What follows belongs to an exercise in optimizing a design on an open flow for small area, a short achievable clock period and few clock cycles per item; a production flow would make more cautious choices.
Function was checked by simulation only, so behaviour that the tests miss may differ from the original.
Power is estimated from default activity; no workload was simulated.

$ cat flow/config.mk
export PLATFORM = sky130hd
export DESIGN_NAME = curve_tangler
export DESIGN_NICKNAME = curve_tangler
export VERILOG_FILES = /design/flow/design.v
export SDC_FILE = /design/flow/constraint.sdc
export NUM_CORES = 4
export LEC_CHECK = 0
export ABC_AREA = 1
export CAP_MARGIN = 20
export CORE_MARGIN = 2
export CORE_UTILIZATION = 40
export GPL_ROUTABILITY_DRIVEN = 1
export GPL_TIMING_DRIVEN = 1
export PLACE_DENSITY = 0.6
export SLEW_MARGIN = 20
$ cat flow/constraint.sdc
create_clock -name core_clock -period 10.0 [get_ports {clk}]
set_input_delay 2.0000 -clock core_clock [delete_from_list [all_inputs] [get_ports {clk}]]
set_output_delay 2.0000 -clock core_clock [all_outputs]
set_load 0.01 [all_outputs]
$ cat flow/design.v
module curve_tangler (
    input  wire        clk,
    input  wire        rst,         
    input  wire        cmd_valid,
    output wire        cmd_ready,
    input  wire [1:0]  cmd_op,
    input  wire [63:0] cmd_arg,
    output wire        rsp_valid,
    input  wire        rsp_ready,
    output wire [63:0] rsp_data
);
    reg  valid;
    assign cmd_ready = ~valid | rsp_ready;
    assign rsp_valid = valid;
    wire hil = cmd_op[1];
    wire det = cmd_op[0];
    wire ent = hil & ~det;           
    wire [31:0] ax = cmd_arg[63:32];
    wire [31:0] ay = cmd_arg[31:0];
    wire [31:0] u, s, lm01, lm10, lv0, lv1;
    genvar k;
    generate for (k = 0; k < 32; k = k + 1) begin : g_leaf
        assign u[k]    = det ? cmd_arg[2*k+1] : ax[k];
        assign s[k]    = det ? cmd_arg[2*k] : (ax[k] ^ ay[k]);
        assign lm01[k] = ent & s[k];
        assign lm10[k] = ent & ~s[k];
        assign lv0[k]  = hil & s[k] & u[k];
        assign lv1[k]  = hil & ~(s[k] | u[k]);
    end endgenerate
    wire gmc_1;
    assign gmc_1 = (lv0[31] ^ (lm01[30] & lv1[31]) ^ lv0[30]);
    wire gmp_2;
    assign gmp_2 = ((lm10[30] & lv0[31]) ^ lv1[31] ^ lv1[30]);
    wire gm_3;
    assign gm_3 = ~((lm01[28] & lm10[29]));
    wire gm_4;
    assign gm_4 = (lm01[29] ^ lm01[28]);
    wire gm_5;
    assign gm_5 = (lm10[28] ^ lm10[29]);
    wire gm_6;
    assign gm_6 = ~((lm10[28] & lm01[29]));
    wire gm_7;
    assign gm_7 = (lv0[29] ^ (lm01[28] & lv1[29]) ^ lv0[28]);
    wire gm_8;
    assign gm_8 = ((lm10[28] & lv0[29]) ^ lv1[29] ^ lv1[28]);
    wire gmc_9;
    assign gmc_9 = ((gm_3 & gmc_1) ^ (gm_4 & gmp_2) ^ gm_7);
    wire gmp_10;
    assign gmp_10 = ((gm_5 & gmc_1) ^ (gm_6 & gmp_2) ^ gm_8);
    wire gm_11;
    assign gm_11 = ~((lm01[26] & lm10[27]));
    wire gm_12;
    assign gm_12 = (lm01[27] ^ lm01[26]);
    wire gm_13;
    assign gm_13 = (lm10[26] ^ lm10[27]);
    wire gm_14;
    assign gm_14 = ~((lm10[26] & lm01[27]));
    wire gm_15;
    assign gm_15 = (lv0[27] ^ (lm01[26] & lv1[27]) ^ lv0[26]);
    wire gm_16;
    assign gm_16 = ((lm10[26] & lv0[27]) ^ lv1[27] ^ lv1[26]);
    wire gm_17;
    assign gm_17 = ~((lm01[24] & lm10[25]));
    wire gm_18;
    assign gm_18 = (lm01[25] ^ lm01[24]);
    wire gm_19;
    assign gm_19 = (lm10[24] ^ lm10[25]);
    wire gm_20;
    assign gm_20 = ~((lm10[24] & lm01[25]));
    wire gm_21;
    assign gm_21 = (lv0[25] ^ (lm01[24] & lv1[25]) ^ lv0[24]);
    wire gm_22;
    assign gm_22 = ((lm10[24] & lv0[25]) ^ lv1[25] ^ lv1[24]);
    wire gm_23;
    assign gm_23 = ((gm_17 & gm_11) ^ (gm_18 & gm_13));
    wire gm_24;
    assign gm_24 = ((gm_17 & gm_12) ^ (gm_18 & gm_14));
    wire gm_25;
    assign gm_25 = ((gm_19 & gm_11) ^ (gm_20 & gm_13));
    wire gm_26;
    assign gm_26 = ((gm_19 & gm_12) ^ (gm_20 & gm_14));
    wire gm_27;
    assign gm_27 = ((gm_17 & gm_15) ^ (gm_18 & gm_16) ^ gm_21);
    wire gm_28;
    assign gm_28 = ((gm_19 & gm_15) ^ (gm_20 & gm_16) ^ gm_22);
    wire gm_29;
    assign gm_29 = ~((lm01[22] & lm10[23]));
    wire gm_30;
    assign gm_30 = (lm01[23] ^ lm01[22]);
    wire gm_31;
    assign gm_31 = (lm10[22] ^ lm10[23]);
    wire gm_32;
    assign gm_32 = ~((lm10[22] & lm01[23]));
    wire gm_33;
    assign gm_33 = (lv0[23] ^ (lm01[22] & lv1[23]) ^ lv0[22]);
    wire gm_34;
    assign gm_34 = ((lm10[22] & lv0[23]) ^ lv1[23] ^ lv1[22]);
    wire gm_35;
    assign gm_35 = ~((lm01[20] & lm10[21]));
    wire gm_36;
    assign gm_36 = (lm01[21] ^ lm01[20]);
    wire gm_37;
    assign gm_37 = (lm10[20] ^ lm10[21]);
    wire gm_38;
    assign gm_38 = ~((lm10[20] & lm01[21]));
    wire gm_39;
    assign gm_39 = (lv0[21] ^ (lm01[20] & lv1[21]) ^ lv0[20]);
    wire gm_40;
    assign gm_40 = ((lm10[20] & lv0[21]) ^ lv1[21] ^ lv1[20]);
    wire gm_41;
    assign gm_41 = ((gm_35 & gm_29) ^ (gm_36 & gm_31));
    wire gm_42;
    assign gm_42 = ((gm_35 & gm_30) ^ (gm_36 & gm_32));
    wire gm_43;
    assign gm_43 = ((gm_37 & gm_29) ^ (gm_38 & gm_31));
    wire gm_44;
    assign gm_44 = ((gm_37 & gm_30) ^ (gm_38 & gm_32));
    wire gm_45;
    assign gm_45 = ((gm_35 & gm_33) ^ (gm_36 & gm_34) ^ gm_39);
    wire gm_46;
    assign gm_46 = ((gm_37 & gm_33) ^ (gm_38 & gm_34) ^ gm_40);
    wire gm_47;
    assign gm_47 = ~((lm01[18] & lm10[19]));
    wire gm_48;
    assign gm_48 = (lm01[19] ^ lm01[18]);
    wire gm_49;
    assign gm_49 = (lm10[18] ^ lm10[19]);
    wire gm_50;
    assign gm_50 = ~((lm10[18] & lm01[19]));
    wire gm_51;
    assign gm_51 = (lv0[19] ^ (lm01[18] & lv1[19]) ^ lv0[18]);
    wire gm_52;
    assign gm_52 = ((lm10[18] & lv0[19]) ^ lv1[19] ^ lv1[18]);
    wire gm_53;
    assign gm_53 = ~((lm01[16] & lm10[17]));
    wire gm_54;
    assign gm_54 = (lm01[17] ^ lm01[16]);
    wire gm_55;
    assign gm_55 = (lm10[16] ^ lm10[17]);
    wire gm_56;
    assign gm_56 = ~((lm10[16] & lm01[17]));
    wire gm_57;
    assign gm_57 = (lv0[17] ^ (lm01[16] & lv1[17]) ^ lv0[16]);
    wire gm_58;
    assign gm_58 = ((lm10[16] & lv0[17]) ^ lv1[17] ^ lv1[16]);
    wire gm_59;
    assign gm_59 = ((gm_53 & gm_47) ^ (gm_54 & gm_49));
    wire gm_60;
    assign gm_60 = ((gm_53 & gm_48) ^ (gm_54 & gm_50));
    wire gm_61;
    assign gm_61 = ((gm_55 & gm_47) ^ (gm_56 & gm_49));
    wire gm_62;
    assign gm_62 = ((gm_55 & gm_48) ^ (gm_56 & gm_50));
    wire gm_63;
    assign gm_63 = ((gm_53 & gm_51) ^ (gm_54 & gm_52) ^ gm_57);
    wire gm_64;
    assign gm_64 = ((gm_55 & gm_51) ^ (gm_56 & gm_52) ^ gm_58);
    wire gm_65;
    assign gm_65 = ~((lm01[14] & lm10[15]));
    wire gm_66;
    assign gm_66 = (lm01[15] ^ lm01[14]);
    wire gm_67;
    assign gm_67 = (lm10[14] ^ lm10[15]);
    wire gm_68;
    assign gm_68 = ~((lm10[14] & lm01[15]));
    wire gm_69;
    assign gm_69 = (lv0[15] ^ (lm01[14] & lv1[15]) ^ lv0[14]);
    wire gm_70;
    assign gm_70 = ((lm10[14] & lv0[15]) ^ lv1[15] ^ lv1[14]);
    wire gm_71;
    assign gm_71 = ~((lm01[12] & lm10[13]));
    wire gm_72;
    assign gm_72 = (lm01[13] ^ lm01[12]);
    wire gm_73;
    assign gm_73 = (lm10[12] ^ lm10[13]);
    wire gm_74;
    assign gm_74 = ~((lm10[12] & lm01[13]));
    wire gm_75;
    assign gm_75 = (lv0[13] ^ (lm01[12] & lv1[13]) ^ lv0[12]);
    wire gm_76;
    assign gm_76 = ((lm10[12] & lv0[13]) ^ lv1[13] ^ lv1[12]);
    wire gm_77;
    assign gm_77 = ((gm_71 & gm_65) ^ (gm_72 & gm_67));
    wire gm_78;
    assign gm_78 = ((gm_71 & gm_66) ^ (gm_72 & gm_68));
    wire gm_79;
    assign gm_79 = ((gm_73 & gm_65) ^ (gm_74 & gm_67));
    wire gm_80;
    assign gm_80 = ((gm_73 & gm_66) ^ (gm_74 & gm_68));
    wire gm_81;
    assign gm_81 = ((gm_71 & gm_69) ^ (gm_72 & gm_70) ^ gm_75);
    wire gm_82;
    assign gm_82 = ((gm_73 & gm_69) ^ (gm_74 & gm_70) ^ gm_76);
    wire gm_83;
    assign gm_83 = ~((lm01[10] & lm10[11]));
    wire gm_84;
    assign gm_84 = (lm01[11] ^ lm01[10]);
    wire gm_85;
    assign gm_85 = (lm10[10] ^ lm10[11]);
    wire gm_86;
    assign gm_86 = ~((lm10[10] & lm01[11]));
    wire gm_87;
    assign gm_87 = (lv0[11] ^ (lm01[10] & lv1[11]) ^ lv0[10]);
    wire gm_88;
    assign gm_88 = ((lm10[10] & lv0[11]) ^ lv1[11] ^ lv1[10]);
    wire gm_89;
    assign gm_89 = ~((lm01[8] & lm10[9]));
    wire gm_90;
    assign gm_90 = (lm01[9] ^ lm01[8]);
    wire gm_91;
    assign gm_91 = (lm10[8] ^ lm10[9]);
    wire gm_92;
    assign gm_92 = ~((lm10[8] & lm01[9]));
    wire gm_93;
    assign gm_93 = (lv0[9] ^ (lm01[8] & lv1[9]) ^ lv0[8]);
    wire gm_94;
    assign gm_94 = ((lm10[8] & lv0[9]) ^ lv1[9] ^ lv1[8]);
    wire gm_95;
    assign gm_95 = ((gm_89 & gm_83) ^ (gm_90 & gm_85));
    wire gm_96;
    assign gm_96 = ((gm_89 & gm_84) ^ (gm_90 & gm_86));
    wire gm_97;
    assign gm_97 = ((gm_91 & gm_83) ^ (gm_92 & gm_85));
    wire gm_98;
    assign gm_98 = ((gm_91 & gm_84) ^ (gm_92 & gm_86));
    wire gm_99;
    assign gm_99 = ((gm_89 & gm_87) ^ (gm_90 & gm_88) ^ gm_93);
    wire gm_100;
    assign gm_100 = ((gm_91 & gm_87) ^ (gm_92 & gm_88) ^ gm_94);
    wire gm_101;
    assign gm_101 = ~((lm01[6] & lm10[7]));
    wire gm_102;
    assign gm_102 = (lm01[7] ^ lm01[6]);
    wire gm_103;
    assign gm_103 = (lm10[6] ^ lm10[7]);
    wire gm_104;
    assign gm_104 = ~((lm10[6] & lm01[7]));
    wire gm_105;
    assign gm_105 = (lv0[7] ^ (lm01[6] & lv1[7]) ^ lv0[6]);
    wire gm_106;
    assign gm_106 = ((lm10[6] & lv0[7]) ^ lv1[7] ^ lv1[6]);
    wire gm_107;
    assign gm_107 = ~((lm01[4] & lm10[5]));
    wire gm_108;
    assign gm_108 = (lm01[5] ^ lm01[4]);
    wire gm_109;
    assign gm_109 = (lm10[4] ^ lm10[5]);
    wire gm_110;
    assign gm_110 = ~((lm10[4] & lm01[5]));
    wire gm_111;
    assign gm_111 = (lv0[5] ^ (lm01[4] & lv1[5]) ^ lv0[4]);
    wire gm_112;
    assign gm_112 = ((lm10[4] & lv0[5]) ^ lv1[5] ^ lv1[4]);
    wire gm_113;
    assign gm_113 = ((gm_107 & gm_101) ^ (gm_108 & gm_103));
    wire gm_114;
    assign gm_114 = ((gm_107 & gm_102) ^ (gm_108 & gm_104));
    wire gm_115;
    assign gm_115 = ((gm_109 & gm_101) ^ (gm_110 & gm_103));
    wire gm_116;
    assign gm_116 = ((gm_109 & gm_102) ^ (gm_110 & gm_104));
    wire gm_117;
    assign gm_117 = ((gm_107 & gm_105) ^ (gm_108 & gm_106) ^ gm_111);
    wire gm_118;
    assign gm_118 = ((gm_109 & gm_105) ^ (gm_110 & gm_106) ^ gm_112);
    wire gm_119;
    assign gm_119 = ~((lm01[2] & lm10[3]));
    wire gm_120;
    assign gm_120 = (lm01[3] ^ lm01[2]);
    wire gm_121;
    assign gm_121 = (lm10[2] ^ lm10[3]);
    wire gm_122;
    assign gm_122 = ~((lm10[2] & lm01[3]));
    wire gm_123;
    assign gm_123 = (lv0[3] ^ (lm01[2] & lv1[3]) ^ lv0[2]);
    wire gm_124;
    assign gm_124 = ((lm10[2] & lv0[3]) ^ lv1[3] ^ lv1[2]);
    wire gm_125;
    assign gm_125 = ~((lm01[0] & lm10[1]));
    wire gm_126;
    assign gm_126 = (lm01[1] ^ lm01[0]);
    wire gm_127;
    assign gm_127 = (lm10[0] ^ lm10[1]);
    wire gm_128;
    assign gm_128 = ~((lm10[0] & lm01[1]));
    wire gm_129;
    assign gm_129 = (lv0[1] ^ (lm01[0] & lv1[1]) ^ lv0[0]);
    wire gm_130;
    assign gm_130 = ((lm10[0] & lv0[1]) ^ lv1[1] ^ lv1[0]);
    wire gm_131;
    assign gm_131 = ((gm_125 & gm_119) ^ (gm_126 & gm_121));
    wire gm_132;
    assign gm_132 = ((gm_125 & gm_120) ^ (gm_126 & gm_122));
    wire gm_133;
    assign gm_133 = ((gm_127 & gm_119) ^ (gm_128 & gm_121));
    wire gm_134;
    assign gm_134 = ((gm_127 & gm_120) ^ (gm_128 & gm_122));
    wire gm_135;
    assign gm_135 = ((gm_125 & gm_123) ^ (gm_126 & gm_124) ^ gm_129);
    wire gm_136;
    assign gm_136 = ((gm_127 & gm_123) ^ (gm_128 & gm_124) ^ gm_130);
    wire skc_137;
    assign skc_137 = ((gm_23 & gmc_9) ^ (gm_24 & gmp_10) ^ gm_27);
    wire skp_138;
    assign skp_138 = ((gm_25 & gmc_9) ^ (gm_26 & gmp_10) ^ gm_28);
    wire sk_139;
    assign sk_139 = ((gm_59 & gm_41) ^ (gm_60 & gm_43));
    wire sk_140;
    assign sk_140 = ((gm_59 & gm_42) ^ (gm_60 & gm_44));
    wire sk_141;
    assign sk_141 = ((gm_61 & gm_41) ^ (gm_62 & gm_43));
    wire sk_142;
    assign sk_142 = ((gm_61 & gm_42) ^ (gm_62 & gm_44));
    wire sk_143;
    assign sk_143 = ((gm_59 & gm_45) ^ (gm_60 & gm_46) ^ gm_63);
    wire sk_144;
    assign sk_144 = ((gm_61 & gm_45) ^ (gm_62 & gm_46) ^ gm_64);
    wire sk_145;
    assign sk_145 = ((gm_95 & gm_77) ^ (gm_96 & gm_79));
    wire sk_146;
    assign sk_146 = ((gm_95 & gm_78) ^ (gm_96 & gm_80));
    wire sk_147;
    assign sk_147 = ((gm_97 & gm_77) ^ (gm_98 & gm_79));
    wire sk_148;
    assign sk_148 = ((gm_97 & gm_78) ^ (gm_98 & gm_80));
    wire sk_149;
    assign sk_149 = ((gm_95 & gm_81) ^ (gm_96 & gm_82) ^ gm_99);
    wire sk_150;
    assign sk_150 = ((gm_97 & gm_81) ^ (gm_98 & gm_82) ^ gm_100);
    wire sk_151;
    assign sk_151 = ((gm_131 & gm_113) ^ (gm_132 & gm_115));
    wire sk_152;
    assign sk_152 = ((gm_131 & gm_114) ^ (gm_132 & gm_116));
    wire sk_153;
    assign sk_153 = ((gm_133 & gm_113) ^ (gm_134 & gm_115));
    wire sk_154;
    assign sk_154 = ((gm_133 & gm_114) ^ (gm_134 & gm_116));
    wire sk_155;
    assign sk_155 = ((gm_131 & gm_117) ^ (gm_132 & gm_118) ^ gm_135);
    wire sk_156;
    assign sk_156 = ((gm_133 & gm_117) ^ (gm_134 & gm_118) ^ gm_136);
    wire skc_157;
    assign skc_157 = ((gm_41 & skc_137) ^ (gm_42 & skp_138) ^ gm_45);
    wire skp_158;
    assign skp_158 = ((gm_43 & skc_137) ^ (gm_44 & skp_138) ^ gm_46);
    wire skc_159;
    assign skc_159 = ((sk_139 & skc_137) ^ (sk_140 & skp_138) ^ sk_143);
    wire skp_160;
    assign skp_160 = ((sk_141 & skc_137) ^ (sk_142 & skp_138) ^ sk_144);
    wire sk_161;
    assign sk_161 = ((gm_113 & sk_145) ^ (gm_114 & sk_147));
    wire sk_162;
    assign sk_162 = ((gm_113 & sk_146) ^ (gm_114 & sk_148));
    wire sk_163;
    assign sk_163 = ((gm_115 & sk_145) ^ (gm_116 & sk_147));
    wire sk_164;
    assign sk_164 = ((gm_115 & sk_146) ^ (gm_116 & sk_148));
    wire sk_165;
    assign sk_165 = ((gm_113 & sk_149) ^ (gm_114 & sk_150) ^ gm_117);
    wire sk_166;
    assign sk_166 = ((gm_115 & sk_149) ^ (gm_116 & sk_150) ^ gm_118);
    wire sk_167;
    assign sk_167 = ((sk_151 & sk_145) ^ (sk_152 & sk_147));
    wire sk_168;
    assign sk_168 = ((sk_151 & sk_146) ^ (sk_152 & sk_148));
    wire sk_169;
    assign sk_169 = ((sk_153 & sk_145) ^ (sk_154 & sk_147));
    wire sk_170;
    assign sk_170 = ((sk_153 & sk_146) ^ (sk_154 & sk_148));
    wire sk_171;
    assign sk_171 = ((sk_151 & sk_149) ^ (sk_152 & sk_150) ^ sk_155);
    wire sk_172;
    assign sk_172 = ((sk_153 & sk_149) ^ (sk_154 & sk_150) ^ sk_156);
    wire skc_173;
    assign skc_173 = ((gm_77 & skc_159) ^ (gm_78 & skp_160) ^ gm_81);
    wire skp_174;
    assign skp_174 = ((gm_79 & skc_159) ^ (gm_80 & skp_160) ^ gm_82);
    wire skc_175;
    assign skc_175 = ((sk_145 & skc_159) ^ (sk_146 & skp_160) ^ sk_149);
    wire skp_176;
    assign skp_176 = ((sk_147 & skc_159) ^ (sk_148 & skp_160) ^ sk_150);
    wire skc_177;
    assign skc_177 = ((sk_161 & skc_159) ^ (sk_162 & skp_160) ^ sk_165);
    wire skp_178;
    assign skp_178 = ((sk_163 & skc_159) ^ (sk_164 & skp_160) ^ sk_166);
    wire skc_179;
    assign skc_179 = ((sk_167 & skc_159) ^ (sk_168 & skp_160) ^ sk_171);
    wire skp_180;
    assign skp_180 = ((sk_169 & skc_159) ^ (sk_170 & skp_160) ^ sk_172);
    wire [6:0] n_c, n_p;
    assign n_c[6] = gmc_9;
    assign n_p[6] = gmp_10;
    assign n_c[5] = skc_137;
    assign n_p[5] = skp_138;
    assign n_c[4] = skc_157;
    assign n_p[4] = skp_158;
    assign n_c[3] = skc_159;
    assign n_p[3] = skp_160;
    assign n_c[2] = skc_173;
    assign n_p[2] = skp_174;
    assign n_c[1] = skc_175;
    assign n_p[1] = skp_176;
    assign n_c[0] = skc_177;
    assign n_p[0] = skp_178;
    wire [31:0] tau;
    assign tau[31] = 1'b0;
    wire tq_181;
    assign tq_181 = (s[30] ? lv1[31] : lv0[31]);
    assign tau[30] = tq_181;
    wire lwc_182;
    assign lwc_182 = (lv0[31] ^ (lm01[30] & lv1[31]) ^ lv0[30]);
    wire lwp_183;
    assign lwp_183 = ((lm10[30] & lv0[31]) ^ lv1[31] ^ lv1[30]);
    wire tq_184;
    assign tq_184 = (s[29] ? lwp_183 : lwc_182);
    assign tau[29] = tq_184;
    wire lwc_185;
    assign lwc_185 = (lwc_182 ^ (lm01[29] & lwp_183) ^ lv0[29]);
    wire lwp_186;
    assign lwp_186 = ((lm10[29] & lwc_182) ^ lwp_183 ^ lv1[29]);
    wire tq_187;
    assign tq_187 = (s[28] ? lwp_186 : lwc_185);
    assign tau[28] = tq_187;
    assign tau[27] = 1'b0;
    wire tq_188;
    assign tq_188 = (s[26] ? lv1[27] : lv0[27]);
    assign tau[26] = tq_188;
    wire lwc_189;
    assign lwc_189 = (lv0[27] ^ (lm01[26] & lv1[27]) ^ lv0[26]);
    wire lwp_190;
    assign lwp_190 = ((lm10[26] & lv0[27]) ^ lv1[27] ^ lv1[26]);
    wire tq_191;
    assign tq_191 = (s[25] ? lwp_190 : lwc_189);
    assign tau[25] = tq_191;
    wire lwc_192;
    assign lwc_192 = (lwc_189 ^ (lm01[25] & lwp_190) ^ lv0[25]);
    wire lwp_193;
    assign lwp_193 = ((lm10[25] & lwc_189) ^ lwp_190 ^ lv1[25]);
    wire tq_194;
    assign tq_194 = (s[24] ? lwp_193 : lwc_192);
    assign tau[24] = tq_194;
    assign tau[23] = 1'b0;
    wire tq_195;
    assign tq_195 = (s[22] ? lv1[23] : lv0[23]);
    assign tau[22] = tq_195;
    wire lwc_196;
    assign lwc_196 = (lv0[23] ^ (lm01[22] & lv1[23]) ^ lv0[22]);
    wire lwp_197;
    assign lwp_197 = ((lm10[22] & lv0[23]) ^ lv1[23] ^ lv1[22]);
    wire tq_198;
    assign tq_198 = (s[21] ? lwp_197 : lwc_196);
    assign tau[21] = tq_198;
    wire lwc_199;
    assign lwc_199 = (lwc_196 ^ (lm01[21] & lwp_197) ^ lv0[21]);
    wire lwp_200;
    assign lwp_200 = ((lm10[21] & lwc_196) ^ lwp_197 ^ lv1[21]);
    wire tq_201;
    assign tq_201 = (s[20] ? lwp_200 : lwc_199);
    assign tau[20] = tq_201;
    assign tau[19] = 1'b0;
    wire tq_202;
    assign tq_202 = (s[18] ? lv1[19] : lv0[19]);
    assign tau[18] = tq_202;
    wire lwc_203;
    assign lwc_203 = (lv0[19] ^ (lm01[18] & lv1[19]) ^ lv0[18]);
    wire lwp_204;
    assign lwp_204 = ((lm10[18] & lv0[19]) ^ lv1[19] ^ lv1[18]);
    wire tq_205;
    assign tq_205 = (s[17] ? lwp_204 : lwc_203);
    assign tau[17] = tq_205;
    wire lwc_206;
    assign lwc_206 = (lwc_203 ^ (lm01[17] & lwp_204) ^ lv0[17]);
    wire lwp_207;
    assign lwp_207 = ((lm10[17] & lwc_203) ^ lwp_204 ^ lv1[17]);
    wire tq_208;
    assign tq_208 = (s[16] ? lwp_207 : lwc_206);
    assign tau[16] = tq_208;
    assign tau[15] = 1'b0;
    wire tq_209;
    assign tq_209 = (s[14] ? lv1[15] : lv0[15]);
    assign tau[14] = tq_209;
    wire lwc_210;
    assign lwc_210 = (lv0[15] ^ (lm01[14] & lv1[15]) ^ lv0[14]);
    wire lwp_211;
    assign lwp_211 = ((lm10[14] & lv0[15]) ^ lv1[15] ^ lv1[14]);
    wire tq_212;
    assign tq_212 = (s[13] ? lwp_211 : lwc_210);
    assign tau[13] = tq_212;
    wire lwc_213;
    assign lwc_213 = (lwc_210 ^ (lm01[13] & lwp_211) ^ lv0[13]);
    wire lwp_214;
    assign lwp_214 = ((lm10[13] & lwc_210) ^ lwp_211 ^ lv1[13]);
    wire tq_215;
    assign tq_215 = (s[12] ? lwp_214 : lwc_213);
    assign tau[12] = tq_215;
    assign tau[11] = 1'b0;
    wire tq_216;
    assign tq_216 = (s[10] ? lv1[11] : lv0[11]);
    assign tau[10] = tq_216;
    wire lwc_217;
    assign lwc_217 = (lv0[11] ^ (lm01[10] & lv1[11]) ^ lv0[10]);
    wire lwp_218;
    assign lwp_218 = ((lm10[10] & lv0[11]) ^ lv1[11] ^ lv1[10]);
    wire tq_219;
    assign tq_219 = (s[9] ? lwp_218 : lwc_217);
    assign tau[9] = tq_219;
    wire lwc_220;
    assign lwc_220 = (lwc_217 ^ (lm01[9] & lwp_218) ^ lv0[9]);
    wire lwp_221;
    assign lwp_221 = ((lm10[9] & lwc_217) ^ lwp_218 ^ lv1[9]);
    wire tq_222;
    assign tq_222 = (s[8] ? lwp_221 : lwc_220);
    assign tau[8] = tq_222;
    assign tau[7] = 1'b0;
    wire tq_223;
    assign tq_223 = (s[6] ? lv1[7] : lv0[7]);
    assign tau[6] = tq_223;
    wire lwc_224;
    assign lwc_224 = (lv0[7] ^ (lm01[6] & lv1[7]) ^ lv0[6]);
    wire lwp_225;
    assign lwp_225 = ((lm10[6] & lv0[7]) ^ lv1[7] ^ lv1[6]);
    wire tq_226;
    assign tq_226 = (s[5] ? lwp_225 : lwc_224);
    assign tau[5] = tq_226;
    wire lwc_227;
    assign lwc_227 = (lwc_224 ^ (lm01[5] & lwp_225) ^ lv0[5]);
    wire lwp_228;
    assign lwp_228 = ((lm10[5] & lwc_224) ^ lwp_225 ^ lv1[5]);
    wire tq_229;
    assign tq_229 = (s[4] ? lwp_228 : lwc_227);
    assign tau[4] = tq_229;
    assign tau[3] = 1'b0;
    wire tq_230;
    assign tq_230 = (s[2] ? lv1[3] : lv0[3]);
    assign tau[2] = tq_230;
    wire lwc_231;
    assign lwc_231 = (lv0[3] ^ (lm01[2] & lv1[3]) ^ lv0[2]);
    wire lwp_232;
    assign lwp_232 = ((lm10[2] & lv0[3]) ^ lv1[3] ^ lv1[2]);
    wire tq_233;
    assign tq_233 = (s[1] ? lwp_232 : lwc_231);
    assign tau[1] = tq_233;
    wire lwc_234;
    assign lwc_234 = (lwc_231 ^ (lm01[1] & lwp_232) ^ lv0[1]);
    wire lwp_235;
    assign lwp_235 = ((lm10[1] & lwc_231) ^ lwp_232 ^ lv1[1]);
    wire tq_236;
    assign tq_236 = (s[0] ? lwp_235 : lwc_234);
    assign tau[0] = tq_236;
    wire [31:0] n_o, n_m;
    generate for (k = 0; k < 32; k = k + 1) begin : g_pre
        assign n_o[k] = hil ? (u[k] ^ tau[k]) : (det ? cmd_arg[2*k] : ay[k]);
        assign n_m[k] = hil ? s[k] : (det ? (cmd_arg[2*k+1] ^ cmd_arg[2*k]) : ax[k]);
    end endgenerate
    reg         r_ent, r_det;
    reg  [31:0] r_o, r_m;
    reg  [6:0] r_c, r_p;
    always @(posedge clk) begin
        if (rst)
            valid <= 1'b0;
        else if (cmd_ready)
            valid <= cmd_valid;
        if (cmd_ready) begin
            r_ent <= ent;
            r_det <= det;
            r_o   <= n_o;
            r_m   <= n_m;
            r_c   <= n_c;
            r_p   <= n_p;
        end
    end
    wire [31:0] fo;
    assign fo[31] = r_o[31];
    assign fo[30] = r_o[30];
    assign fo[29] = r_o[29];
    assign fo[28] = r_o[28];
    wire qq_237;
    assign qq_237 = ((~r_m[27] & r_c[6]) ^ (r_m[27] & r_p[6]));
    assign fo[27] = r_o[27] ^ qq_237;
    wire lf_238;
    assign lf_238 = (r_m[26] ^ (r_ent & r_m[27] & ~r_m[26]));
    wire lf_239;
    assign lf_239 = (~r_m[26] ^ (r_ent & ~r_m[27] & r_m[26]));
    wire qq_240;
    assign qq_240 = ((lf_239 & r_c[6]) ^ (lf_238 & r_p[6]));
    assign fo[26] = r_o[26] ^ qq_240;
    wire lf_241;
    assign lf_241 = (r_m[25] ^ (r_ent & r_m[26] & ~r_m[25]));
    wire lf_242;
    assign lf_242 = (~r_m[25] ^ (r_ent & ~r_m[26] & r_m[25]));
    wire lf_243;
    assign lf_243 = (lf_241 ^ (r_ent & r_m[27] & lf_242));
    wire lf_244;
    assign lf_244 = (lf_242 ^ (r_ent & ~r_m[27] & lf_241));
    wire qq_245;
    assign qq_245 = ((lf_244 & r_c[6]) ^ (lf_243 & r_p[6]));
    assign fo[25] = r_o[25] ^ qq_245;
    wire lf_246;
    assign lf_246 = (r_m[24] ^ (r_ent & r_m[25] & ~r_m[24]));
    wire lf_247;
    assign lf_247 = (~r_m[24] ^ (r_ent & ~r_m[25] & r_m[24]));
    wire lf_248;
    assign lf_248 = (lf_246 ^ (r_ent & r_m[26] & lf_247));
    wire lf_249;
    assign lf_249 = (lf_247 ^ (r_ent & ~r_m[26] & lf_246));
    wire lf_250;
    assign lf_250 = (lf_248 ^ (r_ent & r_m[27] & lf_249));
    wire lf_251;
    assign lf_251 = (lf_249 ^ (r_ent & ~r_m[27] & lf_248));
    wire qq_252;
    assign qq_252 = ((lf_251 & r_c[6]) ^ (lf_250 & r_p[6]));
    assign fo[24] = r_o[24] ^ qq_252;
    wire qq_253;
    assign qq_253 = ((~r_m[23] & r_c[5]) ^ (r_m[23] & r_p[5]));
    assign fo[23] = r_o[23] ^ qq_253;
    wire lf_254;
    assign lf_254 = (r_m[22] ^ (r_ent & r_m[23] & ~r_m[22]));
    wire lf_255;
    assign lf_255 = (~r_m[22] ^ (r_ent & ~r_m[23] & r_m[22]));
    wire qq_256;
    assign qq_256 = ((lf_255 & r_c[5]) ^ (lf_254 & r_p[5]));
    assign fo[22] = r_o[22] ^ qq_256;
    wire lf_257;
    assign lf_257 = (r_m[21] ^ (r_ent & r_m[22] & ~r_m[21]));
    wire lf_258;
    assign lf_258 = (~r_m[21] ^ (r_ent & ~r_m[22] & r_m[21]));
    wire lf_259;
    assign lf_259 = (lf_257 ^ (r_ent & r_m[23] & lf_258));
    wire lf_260;
    assign lf_260 = (lf_258 ^ (r_ent & ~r_m[23] & lf_257));
    wire qq_261;
    assign qq_261 = ((lf_260 & r_c[5]) ^ (lf_259 & r_p[5]));
    assign fo[21] = r_o[21] ^ qq_261;
    wire lf_262;
    assign lf_262 = (r_m[20] ^ (r_ent & r_m[21] & ~r_m[20]));
    wire lf_263;
    assign lf_263 = (~r_m[20] ^ (r_ent & ~r_m[21] & r_m[20]));
    wire lf_264;
    assign lf_264 = (lf_262 ^ (r_ent & r_m[22] & lf_263));
    wire lf_265;
    assign lf_265 = (lf_263 ^ (r_ent & ~r_m[22] & lf_262));
    wire lf_266;
    assign lf_266 = (lf_264 ^ (r_ent & r_m[23] & lf_265));
    wire lf_267;
    assign lf_267 = (lf_265 ^ (r_ent & ~r_m[23] & lf_264));
    wire qq_268;
    assign qq_268 = ((lf_267 & r_c[5]) ^ (lf_266 & r_p[5]));
    assign fo[20] = r_o[20] ^ qq_268;
    wire qq_269;
    assign qq_269 = ((~r_m[19] & r_c[4]) ^ (r_m[19] & r_p[4]));
    assign fo[19] = r_o[19] ^ qq_269;
    wire lf_270;
    assign lf_270 = (r_m[18] ^ (r_ent & r_m[19] & ~r_m[18]));
    wire lf_271;
    assign lf_271 = (~r_m[18] ^ (r_ent & ~r_m[19] & r_m[18]));
    wire qq_272;
    assign qq_272 = ((lf_271 & r_c[4]) ^ (lf_270 & r_p[4]));
    assign fo[18] = r_o[18] ^ qq_272;
    wire lf_273;
    assign lf_273 = (r_m[17] ^ (r_ent & r_m[18] & ~r_m[17]));
    wire lf_274;
    assign lf_274 = (~r_m[17] ^ (r_ent & ~r_m[18] & r_m[17]));
    wire lf_275;
    assign lf_275 = (lf_273 ^ (r_ent & r_m[19] & lf_274));
    wire lf_276;
    assign lf_276 = (lf_274 ^ (r_ent & ~r_m[19] & lf_273));
    wire qq_277;
    assign qq_277 = ((lf_276 & r_c[4]) ^ (lf_275 & r_p[4]));
    assign fo[17] = r_o[17] ^ qq_277;
    wire lf_278;
    assign lf_278 = (r_m[16] ^ (r_ent & r_m[17] & ~r_m[16]));
    wire lf_279;
    assign lf_279 = (~r_m[16] ^ (r_ent & ~r_m[17] & r_m[16]));
    wire lf_280;
    assign lf_280 = (lf_278 ^ (r_ent & r_m[18] & lf_279));
    wire lf_281;
    assign lf_281 = (lf_279 ^ (r_ent & ~r_m[18] & lf_278));
    wire lf_282;
    assign lf_282 = (lf_280 ^ (r_ent & r_m[19] & lf_281));
    wire lf_283;
    assign lf_283 = (lf_281 ^ (r_ent & ~r_m[19] & lf_280));
    wire qq_284;
    assign qq_284 = ((lf_283 & r_c[4]) ^ (lf_282 & r_p[4]));
    assign fo[16] = r_o[16] ^ qq_284;
    wire qq_285;
    assign qq_285 = ((~r_m[15] & r_c[3]) ^ (r_m[15] & r_p[3]));
    assign fo[15] = r_o[15] ^ qq_285;
    wire lf_286;
    assign lf_286 = (r_m[14] ^ (r_ent & r_m[15] & ~r_m[14]));
    wire lf_287;
    assign lf_287 = (~r_m[14] ^ (r_ent & ~r_m[15] & r_m[14]));
    wire qq_288;
    assign qq_288 = ((lf_287 & r_c[3]) ^ (lf_286 & r_p[3]));
    assign fo[14] = r_o[14] ^ qq_288;
    wire lf_289;
    assign lf_289 = (r_m[13] ^ (r_ent & r_m[14] & ~r_m[13]));
    wire lf_290;
    assign lf_290 = (~r_m[13] ^ (r_ent & ~r_m[14] & r_m[13]));
    wire lf_291;
    assign lf_291 = (lf_289 ^ (r_ent & r_m[15] & lf_290));
    wire lf_292;
    assign lf_292 = (lf_290 ^ (r_ent & ~r_m[15] & lf_289));
    wire qq_293;
    assign qq_293 = ((lf_292 & r_c[3]) ^ (lf_291 & r_p[3]));
    assign fo[13] = r_o[13] ^ qq_293;
    wire lf_294;
    assign lf_294 = (r_m[12] ^ (r_ent & r_m[13] & ~r_m[12]));
    wire lf_295;
    assign lf_295 = (~r_m[12] ^ (r_ent & ~r_m[13] & r_m[12]));
    wire lf_296;
    assign lf_296 = (lf_294 ^ (r_ent & r_m[14] & lf_295));
    wire lf_297;
    assign lf_297 = (lf_295 ^ (r_ent & ~r_m[14] & lf_294));
    wire lf_298;
    assign lf_298 = (lf_296 ^ (r_ent & r_m[15] & lf_297));
    wire lf_299;
    assign lf_299 = (lf_297 ^ (r_ent & ~r_m[15] & lf_296));
    wire qq_300;
    assign qq_300 = ((lf_299 & r_c[3]) ^ (lf_298 & r_p[3]));
    assign fo[12] = r_o[12] ^ qq_300;
    wire qq_301;
    assign qq_301 = ((~r_m[11] & r_c[2]) ^ (r_m[11] & r_p[2]));
    assign fo[11] = r_o[11] ^ qq_301;
    wire lf_302;
    assign lf_302 = (r_m[10] ^ (r_ent & r_m[11] & ~r_m[10]));
    wire lf_303;
    assign lf_303 = (~r_m[10] ^ (r_ent & ~r_m[11] & r_m[10]));
    wire qq_304;
    assign qq_304 = ((lf_303 & r_c[2]) ^ (lf_302 & r_p[2]));
    assign fo[10] = r_o[10] ^ qq_304;
    wire lf_305;
    assign lf_305 = (r_m[9] ^ (r_ent & r_m[10] & ~r_m[9]));
    wire lf_306;
    assign lf_306 = (~r_m[9] ^ (r_ent & ~r_m[10] & r_m[9]));
    wire lf_307;
    assign lf_307 = (lf_305 ^ (r_ent & r_m[11] & lf_306));
    wire lf_308;
    assign lf_308 = (lf_306 ^ (r_ent & ~r_m[11] & lf_305));
    wire qq_309;
    assign qq_309 = ((lf_308 & r_c[2]) ^ (lf_307 & r_p[2]));
    assign fo[9] = r_o[9] ^ qq_309;
    wire lf_310;
    assign lf_310 = (r_m[8] ^ (r_ent & r_m[9] & ~r_m[8]));
    wire lf_311;
    assign lf_311 = (~r_m[8] ^ (r_ent & ~r_m[9] & r_m[8]));
    wire lf_312;
    assign lf_312 = (lf_310 ^ (r_ent & r_m[10] & lf_311));
    wire lf_313;
    assign lf_313 = (lf_311 ^ (r_ent & ~r_m[10] & lf_310));
    wire lf_314;
    assign lf_314 = (lf_312 ^ (r_ent & r_m[11] & lf_313));
    wire lf_315;
    assign lf_315 = (lf_313 ^ (r_ent & ~r_m[11] & lf_312));
    wire qq_316;
    assign qq_316 = ((lf_315 & r_c[2]) ^ (lf_314 & r_p[2]));
    assign fo[8] = r_o[8] ^ qq_316;
    wire qq_317;
    assign qq_317 = ((~r_m[7] & r_c[1]) ^ (r_m[7] & r_p[1]));
    assign fo[7] = r_o[7] ^ qq_317;
    wire lf_318;
    assign lf_318 = (r_m[6] ^ (r_ent & r_m[7] & ~r_m[6]));
    wire lf_319;
    assign lf_319 = (~r_m[6] ^ (r_ent & ~r_m[7] & r_m[6]));
    wire qq_320;
    assign qq_320 = ((lf_319 & r_c[1]) ^ (lf_318 & r_p[1]));
    assign fo[6] = r_o[6] ^ qq_320;
    wire lf_321;
    assign lf_321 = (r_m[5] ^ (r_ent & r_m[6] & ~r_m[5]));
    wire lf_322;
    assign lf_322 = (~r_m[5] ^ (r_ent & ~r_m[6] & r_m[5]));
    wire lf_323;
    assign lf_323 = (lf_321 ^ (r_ent & r_m[7] & lf_322));
    wire lf_324;
    assign lf_324 = (lf_322 ^ (r_ent & ~r_m[7] & lf_321));
    wire qq_325;
    assign qq_325 = ((lf_324 & r_c[1]) ^ (lf_323 & r_p[1]));
    assign fo[5] = r_o[5] ^ qq_325;
    wire lf_326;
    assign lf_326 = (r_m[4] ^ (r_ent & r_m[5] & ~r_m[4]));
    wire lf_327;
    assign lf_327 = (~r_m[4] ^ (r_ent & ~r_m[5] & r_m[4]));
    wire lf_328;
    assign lf_328 = (lf_326 ^ (r_ent & r_m[6] & lf_327));
    wire lf_329;
    assign lf_329 = (lf_327 ^ (r_ent & ~r_m[6] & lf_326));
    wire lf_330;
    assign lf_330 = (lf_328 ^ (r_ent & r_m[7] & lf_329));
    wire lf_331;
    assign lf_331 = (lf_329 ^ (r_ent & ~r_m[7] & lf_328));
    wire qq_332;
    assign qq_332 = ((lf_331 & r_c[1]) ^ (lf_330 & r_p[1]));
    assign fo[4] = r_o[4] ^ qq_332;
    wire qq_333;
    assign qq_333 = ((~r_m[3] & r_c[0]) ^ (r_m[3] & r_p[0]));
    assign fo[3] = r_o[3] ^ qq_333;
    wire lf_334;
    assign lf_334 = (r_m[2] ^ (r_ent & r_m[3] & ~r_m[2]));
    wire lf_335;
    assign lf_335 = (~r_m[2] ^ (r_ent & ~r_m[3] & r_m[2]));
    wire qq_336;
    assign qq_336 = ((lf_335 & r_c[0]) ^ (lf_334 & r_p[0]));
    assign fo[2] = r_o[2] ^ qq_336;
    wire lf_337;
    assign lf_337 = (r_m[1] ^ (r_ent & r_m[2] & ~r_m[1]));
    wire lf_338;
    assign lf_338 = (~r_m[1] ^ (r_ent & ~r_m[2] & r_m[1]));
    wire lf_339;
    assign lf_339 = (lf_337 ^ (r_ent & r_m[3] & lf_338));
    wire lf_340;
    assign lf_340 = (lf_338 ^ (r_ent & ~r_m[3] & lf_337));
    wire qq_341;
    assign qq_341 = ((lf_340 & r_c[0]) ^ (lf_339 & r_p[0]));
    assign fo[1] = r_o[1] ^ qq_341;
    wire lf_342;
    assign lf_342 = (r_m[0] ^ (r_ent & r_m[1] & ~r_m[0]));
    wire lf_343;
    assign lf_343 = (~r_m[0] ^ (r_ent & ~r_m[1] & r_m[0]));
    wire lf_344;
    assign lf_344 = (lf_342 ^ (r_ent & r_m[2] & lf_343));
    wire lf_345;
    assign lf_345 = (lf_343 ^ (r_ent & ~r_m[2] & lf_342));
    wire lf_346;
    assign lf_346 = (lf_344 ^ (r_ent & r_m[3] & lf_345));
    wire lf_347;
    assign lf_347 = (lf_345 ^ (r_ent & ~r_m[3] & lf_344));
    wire qq_348;
    assign qq_348 = ((lf_347 & r_c[0]) ^ (lf_346 & r_p[0]));
    assign fo[0] = r_o[0] ^ qq_348;
    wire [63:0] ent_res, det_res;
    generate for (k = 0; k < 32; k = k + 1) begin : g_res
        assign ent_res[2*k+1] = fo[k];
        assign ent_res[2*k]   = r_m[k];
        assign det_res[32+k]  = fo[k];
        assign det_res[k]     = fo[k] ^ r_m[k];
    end endgenerate
    assign rsp_data = r_det ? det_res : ent_res;
endmodule
$ cat flow/flow/run.sh
#!/bin/bash
# The standard layout, with these changes to how it is made:
#  - if flow/abc_area.script exists, ABC maps the logic with it
#  - the setup repair aims at the slack margin in flow/margin.txt
#  - the port buffers are sky130_fd_sc_hd__buf_2
# Registers, constraints and clock period are those of the standard flow.
set -euo pipefail
MARGIN=$(cat flow/margin.txt)
rm -rf scripts_x
cp -r "$FLOW_HOME/scripts" scripts_x
if [[ -f flow/abc_area.script ]]; then
  cp flow/abc_area.script scripts_x/abc_area.script
fi
bash standard.sh "SCRIPTS_DIR=$PWD/scripts_x" "SETUP_SLACK_MARGIN=$MARGIN" \
  "BUFFER_PORTS_ARGS=-buffer_cell sky130_fd_sc_hd__buf_2" finish > flow_make.log 2>&1
$ cat flow/flow/margin.txt
5.3
$ cat flow/standard.sh
#!/bin/bash
# synth_recipe.tcl (not shown) runs the flow's synth.tcl, then flattens the netlist and writes it again
# the make line also repeats each setting of config.mk as NAME=value (left out here)
make -C /OpenROAD-flow-scripts/flow DESIGN_CONFIG=/design/flow/config.mk WORK_HOME=/design/flow/orfs CLKGATE_MAP_FILE= SYNTH_SCRIPT=/design/flow/synth_recipe.tcl "${@:-finish}"
==> metrics.md, run 1 <==
| Metric | Value |
|---|---|
| RePlAce Congestion | `0.922` |
| Hold_sp | `valid$_SDFFE_PP0P_` |
| Clock Tree Root | `clkbuf_16` |
| Share of cells above drive strength 1 | `0.297` |
| Hold path endpoint | `r_m[26]$_DFFE_PP_` |
| MaxCap Viol Count | `0` |
| Largest net degree at the start of global routing | `80` |
| Worst path max stage delay | `0.40 ns` |
| Sw Ratio | `0.476` |
| Minimum clock period | `4.88 ns` |
| Clock Path Buffers | `2` |
| Clk Latency, worst-skew pair | `0.34 ns` |
| Crit path from | `r_ent$_DFFE_PP_` |
| H-tree depth | `3` |
| Endpoints failing setup | `0` |
| Initial antenna violation count | `4` |
| Post-synthesis mux area share | `0.00525` |
| Post-Synth Simple-Gate Area | `0.369` |
| FMAX | `205 MHz` |
| Post-Synth Adder-Cell Area | `0` |
| RSZ-0062 raised after global routing | `true` |
| Tot Pwr | `2.42 mW` |
| Row cnt | `62` |
| Worst Reg-to-Reg Cells | `2` |
| Unique masters post-synth | `51` |
| First-pass GRT wire length | `63.8 mm` |
| Starting density of the core | `0.407` |
| Largest family of logic cells by synthesized area | `simple AND/OR/NAND/NOR gates` |
| Min Hold Slack | `0.795 ns` |
| Post-synthesis cell count | `2010` |
| Crit start category | `flop` |
| Hold Path Depth | `1` |
| Worst Path Required | `8.00 ns` |
| CTS Buf Count | `9` |
| CP arrival | `2.88 ns` |
| Synth area leader | `edfxtp_1` |
| Syn Nets | `2080` |
| Antenna viol nets, final | `0` |
| R2R setup slack | `8.50 ns` |
| Leakage | `7.76 nW` |
| Synth Area in Compound Gates | `0.167` |
| Slowest-stage cell, CP | `edfxtp_1` |
| CTS tree | `built` |
| # DRC | `0` |
| IO Port Bufs | `135` |
| Gr ovfl total | `0` |
| Final HPWL DP | `30.5 mm` |
| Core area | `28700 um2` |
| Synth top area cells | `edfxtp_1 (21%), nand2_1 (20%), inv_1 (8.3%), o21ai_0 (8.3%), xor2_1 (8.0%)` |
| Routed wire per std cell | `16.8 um` |
| Average cell area after synthesis | `5.81 um2` |
| Hold Vio Cnt, Final | `0` |
| Final Slew Violations | `0` |
| Synth warn | `1` |
| Area Overhead vs Synth | `35.6%` |
| FF+latch count, synth | `81` |
| Setup TNS | `0 ns` |
| WL final | `43.6 mm` |
| Slew Limit Headroom | `0.499` |
| HP Class | `reg2reg` |
| Worst slew pin tran | `0.744 ns` |
| Top Family by Delay on Critical Path | `buffers and inverters` |
| CTS sink cnt | `81` |
| Util after Layout | `0.551` |
| Drt pass-1 iters | `5` |
| Worst-path maximum fanout | `7` |
| Initial DRC count | `1061` |
| Clock-pin transition on the worst setup and hold timing paths | `0.06 ns` |
| Die area | `30600 um2` |
| Via count of the first global-routing pass | `12175` |
| Clk pwr share | `0.121` |
| Fin nets | `2277` |
| Flop pwr share | `0.220` |
| Io pins | `136` |
| Synth Area in XOR/XNOR | `0.128` |
| Cell area after synthesis | `11700 um2` |
| Vias per cell | `5.31` |
| Int Power | `1.27 mW` |
| Status | `timing/DRC/antenna clean` |
| NetSw | `1.15 mW` |
| Peak supply drop | `100 uV` |
| Power Dens Cells | `153 nW/um2` |
| Origin of the critical flop-to-flop path | `valid$_SDFFE_PP0P_` |
| Crit path buffers/inverters | `6` |
| Worst-path cell chain | `buf_12, clkinvlp_4, clkbuf_16, o21ai_4, nand2_1, inv_2, a31oi_1, inv_1, nor2_2, or2_4, nand3_4, xor2_2, xor2_1, or2_4, xor2_1, buf_2` |
| DIE HEIGHT | `175 um` |
| Die width | `175 um` |
| Via Count | `13785` |
| Area fraction of the dominant cell type after synthesis | `0.206` |
| Clk_skew | `0.00718 ns` |
| Fill count | `2809` |
| GRT Total Usage | `0.261` |
| Final Cycle Share | `0.488` |
| Critical path class | `reg2out` |
| Crit end category | `output pin` |
| Reg-to-reg endpoint | `r_m[7]$_DFFE_PP_` |
| Sequential fraction of the synthesis area | `0.207` |
| Comb pwr share | `0.659` |
| Hold_buf cts | `0` |
## worst register-to-register path: stages (launching register included)
cell	delay, ns
dfxtp_1	0.45
nand2_8	0.20
buf_4	0.47
## layout make-up
cell class	instances	area, um2	area share
Clock inverter	5	33.8	0.00213
Timing Repair Buffer	249	2010	0.127
Antenna cell	1	2.50	0.000158
Timing Repair inverter	3	25.0	0.00158
Clock buffer	11	233	0.0147
Multi-Input combinational cell	1567	9450	0.597
Sequential cell	81	2420	0.153
Tap cell	384	480	0.0304
Inverter	296	1170	0.0741
## logic make-up after synthesis
| group | after synthesis |
|---|---|
| mux | 6 |
| flops | 81 |
| compound gates | 357 |
| buf+inv | 364 |
| xor+xnor | 168 |
| simple gates | 1034 |
## power by group through the flow
stage               clock network, mW  logic (mW)  registers [mW]
floorplan                           0       0.893           0.494
global placement                    0        1.24           0.529
detailed placement                  0        1.25           0.529
CTS                             0.299        1.37           0.525
global route                    0.313        1.76           0.538
finish                          0.292        1.60           0.532
## repair_timing
item,4_1_cts,5_1_grt
pin swaps,37,119
cloned,9,10
gates resized for setup,123,359
setup buffers,25,65
setup endpoints to repair,62,44
## cell usage in the layout, fill, tap and decap left out, drive strengths merged
cell / netlist / final
xnor2: 60 / 60
buf: 31 / 238
o21bai: 4 / 4
a211oi: 3 / 3
or2: 6 / 6
and2: 1 / 1
a21oi: 75 / 75
a31oi: 16 / 16
diode: 0 / 1
clkinv: 4 / 8
a21boi: 1 / 1
nor3: 13 / 13
edfxtp: 80 / 80
xor2: 108 / 108
clkbuf: 37 / 18
or3: 2 / 2
nand4: 11 / 11
mux2i: 5 / 5
mux2: 1 / 1
o21ai: 211 / 211
nand3: 179 / 179
o21a: 6 / 6
bufbuf: 0 / 4
inv: 292 / 291
o311ai: 1 / 1
a31o: 1 / 1
nand2: 642 / 644
o22ai: 16 / 16
dfxtp: 1 / 1
o31ai: 2 / 2
o221ai: 1 / 1
a21o: 1 / 1
clkinvlp: 0 / 5
nand3b: 9 / 9
a22oi: 4 / 4
o211ai: 15 / 15
nor2: 171 / 171
## how the worst max path moves through the flow
| stage | to | slack, ns | cells past startpoint |
|---|---|---|---|
| final | rsp_data[0] | 5.12 | 16 |
| after global routing | rsp_data[20] | 4.95 | 14 |
| after CTS | rsp_data[12] | 5.11 | 17 |
| after detailed placement | r_c[0]$_DFFE_PP_ | 3.99 | 25 |
| after global placement | r_c[1]$_DFFE_PP_ | 4.08 | 21 |
| after floorplan | cmd_ready | 5.37 | 2 |
## sequential cells by signal, summed over array words and instances, names as in the netlist
name   count
r_c        7
r_o       32
r_p        7
r_m       32
valid      1
r_det      1
r_ent      1
## cell usage after synthesis, drive strengths merged
cell type,count
a211oi,3
a21boi,1
a21o,1
a21oi,75
a22oi,4
a31o,1
a31oi,16
and2,1
buf,31
clkbuf,37
clkinv,4
dfxtp,1
edfxtp,80
inv,292
mux2,1
mux2i,5
nand2,642
nand3,179
nand3b,9
nand4,11
nor2,171
nor3,13
o211ai,15
o21a,6
o21ai,211
o21bai,4
o221ai,1
o22ai,16
o311ai,1
o31ai,2
or2,6
or3,2
xnor2,60
xor2,108
## through the flow
step | setup slack (ns) | instance area [um2] | instances
after floorplan | 5.37 | 11700 | 2010
after global placement | 4.08 | 12600 | 2471
after detailed placement | 3.99 | 12600 | 2471
after CTS | 5.11 | 13700 | 2521
after global routing | 4.95 | 15800 | 2597
final | 5.12 | 15800 | 2597
## per-layer routing
metal / vias to the layer above / wire [um] / global-route usage / share of wire
met5: - / 0 / 0 / 0
met2: 505 / 19300 / 0.410 / 0.44
li1: 6851 / - / - / -
met4: 0 / 2020 / 0.0969 / 0.046
met3: 102 / 2670 / 0.0200 / 0.061
met1: 6327 / 19600 / 0.375 / 0.45
Testbench counts, summed over its fixed seeds: cycles 8,008, items 8,000.
==> inputs of run 2 (changes only) <==
==> flow/flow/margin.txt (replaced) <==
5
==> metrics.md, run 2 <==
| Metric | Value |
|---|---|
| Fin nets | `2210` |
| Clock Path Buffers | `2` |
| Gr ovfl total | `0` |
| Die area | `30600 um2` |
| Clock-pin transition on the worst setup and hold timing paths | `0.06 ns` |
| Final Cycle Share | `0.498` |
| Synth top area cells | `edfxtp_1 (21%), nand2_1 (20%), inv_1 (8.3%), o21ai_0 (8.3%), xor2_1 (8.0%)` |
| Via count of the first global-routing pass | `11952` |
| # DRC | `0` |
| Largest net degree at the start of global routing | `80` |
| Die width | `175 um` |
| GRT Total Usage | `0.253` |
| FMAX | `201 MHz` |
| Antenna viol nets, final | `0` |
| Peak supply drop | `99.1 uV` |
| Row cnt | `62` |
| Final Slew Violations | `0` |
| Worst slew pin tran | `0.704 ns` |
| CTS tree | `built` |
| CP arrival | `2.98 ns` |
| ANT cells | `0` |
| Post-synth EDFFs | `80` |
| Via Count | `13172` |
| Most frequent cell after synthesis | `nand2_1` |
| Io pins | `136` |
| Crit start category | `flop` |
| RSZ-0062 raised after global routing | `true` |
| Status | `timing/DRC/antenna clean` |
| Area fraction of the dominant cell type after synthesis | `0.206` |
| Post-synthesis cell count | `2010` |
| Core area | `28700 um2` |
| CTS Buf Count | `9` |
| Sequential fraction of the synthesis area | `0.207` |
| Drt pass-1 iters | `6` |
| Synth warn | `1` |
| Crit end category | `output pin` |
| Final HPWL DP | `30.5 mm` |
| Minimum clock period | `4.98 ns` |
| Initial antenna violation count | `2` |
| Fill count | `3016` |
| HP Class | `reg2reg` |
| Post-synth top cells | `nand2_1 (620), inv_1 (259), o21ai_0 (193)` |
| Unique masters post-synth | `51` |
| Vias per cell | `5.21` |
| Average cell area after synthesis | `5.81 um2` |
| Endpoints failing setup | `0` |
| Clock Tree Root | `clkbuf_16` |
| Leakage | `7.07 nW` |
| Top flop regs | `r_m x32, r_o x32` |
| Worst-path maximum fanout | `7` |
| Clk_skew | `0.00760 ns` |
| FF+latch count, synth | `81` |
| Commonest non-fill, non-tap cells in the layout | `nand2_1 (601), inv_1 (251), o21ai_0 (170)` |
| Synth area leader | `edfxtp_1` |
| Hold Vio Cnt, Final | `0` |
| Starting density of the core | `0.407` |
| Worst Path Required | `8.00 ns` |
| DIE HEIGHT | `175 um` |
| Most common cell after layout, fill and taps aside | `nand2_1` |
| H-tree depth | `3` |
| Critical path class | `reg2out` |
| Setup TNS | `0 ns` |
| Area Overhead vs Synth | `19.6%` |
| RePlAce Congestion | `0.922` |
| Slew Limit Headroom | `0.526` |
| Share of cells above drive strength 1 | `0.179` |
| Clk Latency, worst-skew pair | `0.34 ns` |
| WL final | `40.3 mm` |
| Initial DRC count | `1061` |
| FFs w/ async S/R, synth | `0` |
| Routed wire per std cell | `15.9 um` |
| CTS sink cnt | `81` |
| MaxCap Viol Count | `0` |
| Tot Pwr | `2.22 mW` |
| IO Port Bufs | `135` |
| Ys flop type | `edfxtp_1` |
| Syn Nets | `2080` |
| Power Dens Cells | `159 nW/um2` |
| Cell area after synthesis | `11700 um2` |
| First-pass GRT wire length | `62.1 mm` |
| Hold_buf cts | `0` |
==> run 2: cell counts after synthesis <==
No cell type changed its count.
==> run 2: layer usage <==
layer / GRT usage / up-vias / part of all wire
met2: 0.396 / 448 / 0.44
met5: 0 / - / 0
met3: 0.0176 / 70 / 0.057
met4: 0.0851 / 0 / 0.032
li1: - / 6706 / -
met1: 0.367 / 5948 / 0.47
==> run 2: final timing paths <==
| kind | start | end | slack [ns] | cells past startpoint |
|---|---|---|---|---|
| worst max-delay path | r_ent$_DFFE_PP_ | rsp_data[12] | 5.02 | 17 |
| worst min-delay path | valid$_SDFFE_PP0P_ | valid$_SDFFE_PP0P_ | 0.91 | 2 |
| worst max register to register | valid$_SDFFE_PP0P_ | r_m[7]$_DFFE_PP_ | 8.30 | 2 |
| worst min register to register | valid$_SDFFE_PP0P_ | valid$_SDFFE_PP0P_ | 0.91 | 2 |
==> run 2: area by class of cell <==
cell class | count | area [um2] | area share
clock inverter | 5 | 33.8 | 0.00242
timing repair buffer | 184 | 1330 | 0.0950
tap | 384 | 480 | 0.0344
multi-input combinational | 1565 | 8300 | 0.594
clock buffer | 11 | 233 | 0.0167
inverter | 296 | 1150 | 0.0821
timing repair inverter | 3 | 25.0 | 0.00179
sequential | 81 | 2420 | 0.173
==> run 2: power breakdown <==
group | switching, mW | leakage (nW) | internal, mW
clock | 0.124 | 0.126 | 0.168
combinational | 0.866 | 6.10 | 0.531
sequential | 0.0686 | 0.852 | 0.459
==> run 2: critical path, stage by stage, from the launching register on <==
cell        delay [ns]
edfxtp_1          0.43
buf_12            0.17
clkinvlp_4        0.14
buf_12            0.16
o21ai_2           0.07
nand2_2           0.07
inv_2             0.04
o21ai_2           0.14
inv_2             0.05
nor3_2            0.21
o21ai_1           0.11
a21oi_1           0.18
xnor2_1           0.15
xor2_1            0.18
buf_4             0.15
xor2_1            0.15
o21ai_1           0.08
buf_2             0.16
==> run 2: per-stage QoR <==
stage / worst slack (ns) / instance area (um2) / util / instances / hold slack [ns]
global placement: 4.08 / 12600 / 0.438 / 2471 / 0.915
detailed placement: 3.99 / 12600 / 0.438 / 2471 / 0.926
finish: 5.02 / 14000 / 0.487 / 2529 / 0.913
floorplan: 5.37 / 11700 / - / 2010 / 1.12
global route: 4.88 / 14000 / 0.487 / 2529 / 0.980
CTS: 5.01 / 13200 / 0.459 / 2500 / 0.933
==> run 2: repair_timing <==
action                                  4_1_cts  5_1_grt
endpoints found under the setup margin       42       30
resized for setup                            31      152
buffers inserted                              9       22
pin swaps                                     3       34
cloned                                        4        7
==> run 2: cells by family (layout without fill, tap and decap cells) <==
kind of cell,after synthesis,in the layout,share of synthesized area
DFF,81,81,0.207
AOI/OAI and AO/OA,357,357,0.167
muxes,6,6,0.00525
xor gates and xnor gates,168,168,0.128
and+or+nand+nor,1034,1034,0.369
buffers and inverters,364,499,0.124
==> inputs of run 3 (changes only) <==
--- a/flow/config.mk
+++ b/flow/config.mk
@@ -9,7 +9,7 @@
 export CAP_MARGIN = 20
 export CORE_MARGIN = 2
-export CORE_UTILIZATION = 40
+export CORE_UTILIZATION = 55
 export GPL_ROUTABILITY_DRIVEN = 1
 export GPL_TIMING_DRIVEN = 1
-export PLACE_DENSITY = 0.6
+export PLACE_DENSITY = 0.75
 export SLEW_MARGIN = 20
==> metrics.md, run 3 <==
| Metric | Value |
|---|---|
| Routed wire per std cell | `16.0 um` |
| Clock-pin transition on the worst setup and hold timing paths | `0.08 ns` |
| Minimum clock period | `4.92 ns` |
| Critical path class | `reg2out` |
| HP Class | `reg2reg` |
| # DRC | `0` |
| Row cnt | `53` |
| FF+latch count, synth | `81` |
| Die area | `22400 um2` |
| Most common cell after layout, fill and taps aside | `nand2_1` |
| Endpoints failing setup | `0` |
| Post-synthesis cell count | `2010` |
| Gr ovfl total | `0` |
| Io pins | `136` |
| Hold_buf cts | `0` |
| Vias per cell | `5.55` |
| Antenna viol nets, final | `0` |
| Worst slew pin tran | `0.690 ns` |
| Syn Nets | `2080` |
| Finished Cell Area | `14100 um2` |
| Worst Path Required | `8.00 ns` |
| Post-Place Cell Area | `12400 um2` |
| Core area | `21000 um2` |
| Drt pass-1 iters | `7` |
| Clk_skew | `0.0208 ns` |
| Post-synth top cells | `nand2_1 (620), inv_1 (259), o21ai_0 (193)` |
| GRT Total Usage | `0.328` |
| Peak supply drop | `77.9 uV` |
| Clock Tree Root | `clkbuf_16` |
| Slew Limit Headroom | `0.535` |
| Unique masters post-synth | `51` |
| Synth warn | `1` |
| Top flop regs | `r_m x32, r_o x32` |
| MaxCap Viol Count | `0` |
| Crit start category | `flop` |
| Setup TNS | `0 ns` |
| Area fraction of the dominant cell type after synthesis | `0.206` |
| Final HPWL DP | `28.9 mm` |
| Clk Latency, worst-skew pair | `0.34 ns` |
| Fin nets | `2224` |
| Met2 WL | `17.0 mm` |
| WL final | `39.0 mm` |
| Crit end category | `output pin` |
| RSZ-0062 raised after global routing | `true` |
| CTS tree | `built` |
| CTS Buf Count | `9` |
| Final Slew Violations | `0` |
| Share of cells above drive strength 1 | `0.188` |
| H-tree depth | `3` |
| Clock Path Buffers | `2` |
| Initial DRC count | `1174` |
| Via Count | `13517` |
| Top Metal Used | `met4` |
| M1 WL | `17.4 mm` |
| Hold Vio Cnt, Final | `0` |
| Post-synth EDFFs | `80` |
| Area Overhead vs Synth | `20.5%` |
| DIE HEIGHT | `150 um` |
| Initial antenna violation count | `1` |
| Leakage | `7.17 nW` |
| Largest net degree at the start of global routing | `69` |
| Synth top area cells | `edfxtp_1 (21%), nand2_1 (20%), inv_1 (8.3%), o21ai_0 (8.3%), xor2_1 (8.0%)` |
| Synth area leader | `edfxtp_1` |
| CTS sink cnt | `81` |
| Die width | `150 um` |
| FFs w/ async S/R, synth | `0` |
| CP arrival | `2.92 ns` |
| Cell area after synthesis | `11700 um2` |
| ANT cells | `0` |
| FMAX | `203 MHz` |
| Most frequent cell after synthesis | `nand2_1` |
| Sequential fraction of the synthesis area | `0.207` |
| Final Cycle Share | `0.492` |
| Via count of the first global-routing pass | `11324` |
| RePlAce Congestion | `0.965` |
| First-pass GRT wire length | `57.5 mm` |
| Power Dens Cells | `160 nW/um2` |
| Metal3 WL | `3.48 mm` |
| Average cell area after synthesis | `5.81 um2` |
| Ys flop type | `edfxtp_1` |
| R2R setup slack | `8.28 ns` |
| Status | `timing/DRC/antenna clean` |
| Worst-path maximum fanout | `15` |
| Commonest non-fill, non-tap cells in the layout | `nand2_1 (590), inv_1 (254), o21ai_0 (174)` |
| IO Port Bufs | `135` |
| Starting density of the core | `0.557` |
## run 3: cell counts after synthesis
No cell type changed its count.
## run 3: critical path: stages, from the launching register on
cell and delay, ns:
edfxtp_1 0.46, buf_12 0.18, clkinvlp_4 0.07, buf_12 0.16, o21ai_0 0.12, nand2_1 0.08
inv_1 0.05, a21oi_1 0.12, inv_1 0.09, nor2_2 0.10, xor2_1 0.17, nand2_1 0.10
xnor2_2 0.22, xor2_2 0.25, buf_4 0.15, o21ai_0 0.07, buf_2 0.17
## run 3: metal layers
metal | GRT usage | vias to the layer above
li1 | - | 6761
met1 | 0.482 | 6066
met2 | 0.510 | 616
met3 | 0.0341 | 74
met4 | 0.0910 | 0
met5 | 0 | -
## run 3: final timing paths
kind,startpoint,to,cells past startpoint
hold reg to reg,valid$_SDFFE_PP0P_,r_o[10]$_DFFE_PP_,1
hold / removal,valid$_SDFFE_PP0P_,r_o[10]$_DFFE_PP_,1
setup reg to reg,valid$_SDFFE_PP0P_,r_m[13]$_DFFE_PP_,2
setup / recovery,r_ent$_DFFE_PP_,rsp_data[41],16
## run 3: layout make-up
class                      count  area [um2]
clock buffer                  10         239
clock inverter                 6        50.0
fill                        1980        6880
inverter                     296        1140
multi-input combinational   1565        8420
sequential                    81        2420
tap                          275         344
timing repair buffer         199        1450
timing repair inverter         2        12.5
## run 3: report_power, final
part	switching (mW)	internal [mW]	total, mW
Sequential	0.0699	0.459	0.529
Clock	0.138	0.178	0.316
Combinational	0.863	0.539	1.40
## run 3: what timing repair did
action,CTS,global route
buffers inserted,10,35
gates cloned,5,6
resized for setup,38,159
pin swaps,4,40
endpoints found under the setup margin,43,30
## run 3: cell families (layout without fill, tap and decap cells)
| group | after synthesis | count (layout) | synth area share |
|---|---|---|---|
| xor+xnor | 168 | 168 | 0.128 |
| mux | 6 | 6 | 0.00525 |
| compound gates | 357 | 357 | 0.167 |
| buf+inv | 364 | 513 | 0.124 |
| flops | 81 | 81 | 0.207 |
| simple gates | 1034 | 1034 | 0.369 |
## run 3: per-stage QoR
step | hold slack (ns) | utilization | total power [mW] | setup slack, ns | instances
after floorplan | 1.12 | - | 1.39 | 5.37 | 2010
after global placement | 0.978 | 0.594 | 1.74 | 3.87 | 2362
after detailed placement | 1.00 | 0.594 | 1.76 | 3.81 | 2362
after CTS | 1.03 | 0.624 | 2.12 | 4.96 | 2393
after global routing | 1.10 | 0.672 | 2.42 | 4.92 | 2434
final | 1.02 | 0.672 | 2.25 | 5.08 | 2434

==> port drivers added, routing unchanged <==
The flow's constraints put no driver on any port. The routed layouts listed below were extracted and timed again, unchanged, in two steps. Step 1 (the two cells are an assumption about what drives the block):
set clk [get_ports {clk}]
set_driving_cell -lib_cell sky130_fd_sc_hd__clkbuf_16 $clk
set_driving_cell -lib_cell sky130_fd_sc_hd__buf_2 [delete_from_list [all_inputs] $clk]
Step 2 moves the port delays by t, midway between the first and last clock arrival at a register: inputs arrive t later, outputs are due t later. That takes back most of the time a late clock gives input paths. Three values: ideal, step 1, step 2; two values: the first two.
run | t, ns | setup WS [ns] | cell pins on the clock port's net
run 1 | 0.371 | 5.119 / 5.079 / 4.867 | 1
run 2 | 0.373 | 5.022 / 4.979 / 4.762 | 1
run 3 | 0.378 | 5.084 / 5.038 / 4.758 | 1
After both steps setup and hold are still met in every run listed. For run 3, which loses most, drivers alone change the setup slack by -0.046 ns; drivers and shift together by -0.326 ns.
